Source: an optimization exercise on an open RTL-to-GDS flow (aim: small area, a short achievable clock period and few clock cycles). Production flows keep margins and buffers that such runs may drop.
No activity file was given, so power comes from the tool's default toggle rates.

== old ==
// cc_pool
module cc_pool #(
    parameter NCORES = 4         
) (
    input  wire                 clk,
    input  wire                 rst,
    input  wire                 cfg_target_op,
    input  wire                 cfg_palette,
    input  wire                 cfg_tie_red,
    input  wire                 cfg_rot_left,
    input  wire                 cfg_blue_arith,
    input  wire                 cfg_acc_first,
    input  wire [3:0]           cfg_arith_en,
    input  wire                 tick,
    input  wire [NCORES-1:0]    cell_valid,
    input  wire [32*NCORES-1:0] cell_data,
    input  wire [NCORES-1:0]    cell_last,
    output wire [NCORES-1:0]    cell_ready,
    output reg                  out_valid,
    output reg  [1:0]           out_core,
    output reg  [23:0]          out_rgb,
    input  wire                 out_ready,
    output wire [NCORES-1:0]    done
);
  ...
Size: ~2,300 cells after synthesis, about 190 I/O pins, roughly 23,000 um2 of cells after synthesis.
clock: 15.5 ns
lec_check: 0
cap_margin: 20
core_margin: 2
core_utilization: 60
slew_margin: 20
standard.sh (not shown) runs the stock make flow with config.mk's settings and CLKGATE_MAP_FILE= SYNTH_SCRIPT=/design/flow/synth_recipe.tcl, a recipe that flattens the netlist after the stock synthesis.
==> flow/flow/run.sh <==
#!/bin/bash
# Standard ORFS layout (the standard.sh, unchanged synthesis), with the
# timing repair steps aimed at a setup slack of 11 ns instead of 0.
bash standard.sh SETUP_SLACK_MARGIN=11 finish > standard.log 2>&1
old ran to completion and came out clean on the timing, DRC and antenna checks.
[inputs] new vs old
--- a/flow/design.v
+++ b/flow/design.v
@@ -63,17 +63,16 @@
     reg [3:0]  first, last, done_r;
     assign cell_ready = rdy;
     assign done       = done_r;
     reg  [1:0]  sel;
     reg         sel_v;
     wire        go   = ~out_valid | out_ready;
     wire        fire = sel_v & go;
+    wire [23:0] eA   = acc[24*sel +: 24];
     wire [23:0] eX   = opd[24*sel +: 24];
-    wire        e_first = first[sel];
-    wire [23:0] eA   = ~e_first ? acc[24*sel +: 24] : q_acc_first ? eX : 24'd0;
     wire [1:0]  e_ph = ph[2*sel +: 2];
     wire [2:0]  e_ox = opx[3*sel +: 3];
     wire [23:0] as_res, step;
     wire [2:0]  mv;
     genvar l;
     generate
         for (l = 0; l < 3; l = l + 1) begin : lane
@@ -99,16 +98,15 @@
                     default:      res = eA;
                 endcase
             PH_RAMP: res = step;
             PH_SET2: res = eA;
             default: res = e_md ? cp_res : eX;       
         endcase
     end
-    wire [8:0] e_rg    = {1'b0, eX[15:8]} - {1'b0, eX[23:16]} - {8'd0, q_tie_red};
-    wire       red_dom = e_rg[8];
+    wire red_dom = (eX[23:16] > eX[15:8]) | ((eX[23:16] == eX[15:8]) & q_tie_red);
     wire [23:0] colour = ~q_palette ? res
                        : red_dom    ? {res[23:16], 16'h0000}
                                     : {8'h00, res[15:8], 8'h00};
     always @(posedge clk) begin
         if (rst)
             out_valid <= 1'b0;
         else if (go)
@@ -120,26 +118,27 @@
     end
     wire [6:0] e_dsum = eX[22:16] + eX[14:8] + eX[6:0];
     localparam CP_IDLE = 2'd0, CP_RUN = 2'd1, CP_RES = 2'd2;
     reg  [1:0]  cp_st;
     reg  [1:0]  cp_id;
     reg         cp_div;
     reg  [2:0]  cp_cnt;
-    reg  [23:0] cpA, cpR, cpX;
+    reg  [23:0] cpA, cpR;
+    wire [23:0] cX    = opd[24*cp_id +: 24];
     wire        cp_fin = (cp_st == CP_RUN) & (cp_cnt == 3'd7);
     wire        cp_take = fire & (e_ph == PH_ONE) & e_md & (cp_st == CP_IDLE);
     assign cp_res = cpA;
     wire [23:0] cpA_step, cpR_step;
     wire [2:0]  cp_act;
     generate
         for (l = 0; l < 3; l = l + 1) begin : cplane
             wire [7:0] a  = cpA[8*l +: 8];
             wire [7:0] r  = cpR[8*l +: 8];
-            wire [7:0] x  = cpX[8*l +: 8];
-            wire       xb = x[7];                    
+            wire [7:0] x  = cX[8*l +: 8];
+            wire       xb = x[~cp_cnt];              
             wire [8:0] p  = {r, cp_div & a[7]};
             wire [8:0] q  = cp_div ? ~{1'b0, x} : {1'b0, xb ? a : 8'h00};
             wire [9:0] s  = {1'b0, p} + {1'b0, q} + {9'd0, cp_div};
             wire       ge = s[9];
             wire [7:0] r_n = (cp_div & ~ge) ? p[7:0] : s[7:0];
             assign cp_act[l] = (~cp_div | (|x)) & ((l != 0) | q_blue_on);
             assign cpR_step[8*l +: 8] = r_n;
@@ -157,20 +156,17 @@
             default: if (fire & (sel == cp_id) & (e_ph == PH_LAST)) cp_st <= CP_IDLE;
         endcase
         if (cp_take) begin
             cp_id  <= sel;
             cp_div <= e_ox[0];
             cpA    <= eA;
             cpR    <= 24'd0;
-            cpX    <= eX;
             cp_cnt <= 3'd0;
         end else if (cp_st == CP_RUN) begin
             cp_cnt <= cp_cnt + 3'd1;
-            if (~cp_div)
-                cpX <= cpX << 1;
             for (m = 0; m < 3; m = m + 1)
                 if (cp_act[m]) begin
                     cpA[8*m +: 8] <= cpA_step[8*m +: 8];
                     cpR[8*m +: 8] <= cpR_step[8*m +: 8];
                 end
         end
     end
@@ -220,28 +216,26 @@
             wire s_end   = ((p == PH_ONE) & ~s_md & ~s_dly) | (p == PH_LAST);
             wire dly0    = (e_dsum == 7'd0);
             wire w_end   = in_wait & tick_q & (dc == 7'd1);
             wire c_end   = (me & (s_end | (s_dly & dly0))) | w_end;
             wire out_busy = out_valid & (out_core == k) & ~out_ready;
             wire stay = nd[k] & ~((sel == k) & sel_v &
                                   ((p == PH_ONE) | (p == PH_LAST)));
-            wire woke = wake[k] | (cp_fin & (cp_id == k));
-            assign nd_d[k] = ~rst & (rdy[k] ? cell_valid[k]
-                                   : go     ? (stay | woke) : (nd[k] | woke));
+            assign nd_d[k] = ~rst & ((rdy[k] & cell_valid[k]) | (go ? stay : nd[k]) |
+                                     wake[k] | (cp_fin & (cp_id == k)));
             always @(posedge clk) begin
                 if (rst) begin
                     rdy[k]    <= 1'b1;
                     first[k]  <= 1'b1;
                     done_r[k] <= 1'b0;
                 end else begin
-                    if (me)
+                    if (accept) begin
+                        rdy[k]   <= 1'b0;
                         first[k] <= 1'b0;
-                    if (accept)
-                        rdy[k]   <= 1'b0;
-                    else if (c_end & ~last[k])
+                    end else if (c_end & ~last[k])
                         rdy[k]   <= 1'b1;
                     done_r[k] <= done_r[k] | (in_fin & ~out_busy);
                 end
                 nd[k] <= nd_d[k];
                 if (accept) begin
                     last[k]       <= cell_last[k];
                     ph[2*k +: 2]  <= dph;
@@ -256,14 +250,16 @@
                 end else if (wake[k]) begin
                     ph[2*k +: 2]  <= PH_ONE;
                 end else if (cp_fin & (cp_id == k)) begin
                     ph[2*k +: 2]  <= PH_LAST;
                 end
                 if (me)
                     acc[24*k +: 24] <= res;
+                else if (rdy[k] & first[k])
+                    acc[24*k +: 24] <= q_acc_first ? cell_data[32*k+8 +: 24] : 24'd0;
                 if (rdy[k])
                     opd[24*k +: 24] <= cell_data[32*k+8 +: 24];
                 else if (me & s_dly)
                     opd[24*k +: 7]  <= e_dsum;
                 else if (in_wait & tick_q)
                     opd[24*k +: 7]  <= dc - 7'd1;
             end
Results
- Non-clock inverter total of the final layout: new < old
- From old to new the numbers moved as follows: final layout net count increased by 90 relative to the old numbers, relative contribution of the clock network to total power decreased by 3.2 points relative to the old numbers, first-pass GRT wire length increased by about 13% relative to the old numbers.
- [compare] base=old new=new: clock transition at the register clock pins on the worst setup and hold paths after CTS held, setup fix buffers added after clock tree synthesis picked up an extra 4, well tap count shows an increase of about 1.4%.
- Fraction of layout instances using a drive strength above 1 in new vs old: down 0.84 points
- Run comparison: new timing endpoint of the critical path sel[0]; old timing endpoint of the critical path sel[1]
- Comparing old and new, the higher power is on new.
- Number of sequential cells: new < old
- Average cell area after synthesis was lower in the run labelled new.
- On setup slack: between old and new, it ends up lower for old.
- Routing usage on met2: new vs old up 2.1 points
- new was carried through to the last stage, and its layout satisfied the timing, DRC and antenna checks.
No functional check of the RTL was part of any run of this note.

[static timing again, ports no longer ideal]
The flow's constraints put no driver on any port. The routed layouts listed below were extracted and timed again, unchanged, in two steps.
Step 1: set_driving_cell puts a clkbuf_16 on clk and a buf_2 on each other input, an assumption about the parent block.
Step 2 times the ports against the registers' clock, not the clock port: input delays grow and output delays shrink by t, the midpoint of the rising clock arrivals with the driver on.
a / b / c = ideal / step 1 / step 2; a / b = the first two.
run	t, ns	setup slack, ns	worst register clock-pin slew, ns
old	0.641	10.899 / 10.906 / 10.265	0.08 / 0.08
new	0.645	10.935 / 10.956 / 10.311	0.07 / 0.07
After both steps every run listed still meets setup and hold. For old, which loses most, drivers alone change the setup slack by +0.007 ns; drivers and shift together by -0.634 ns.
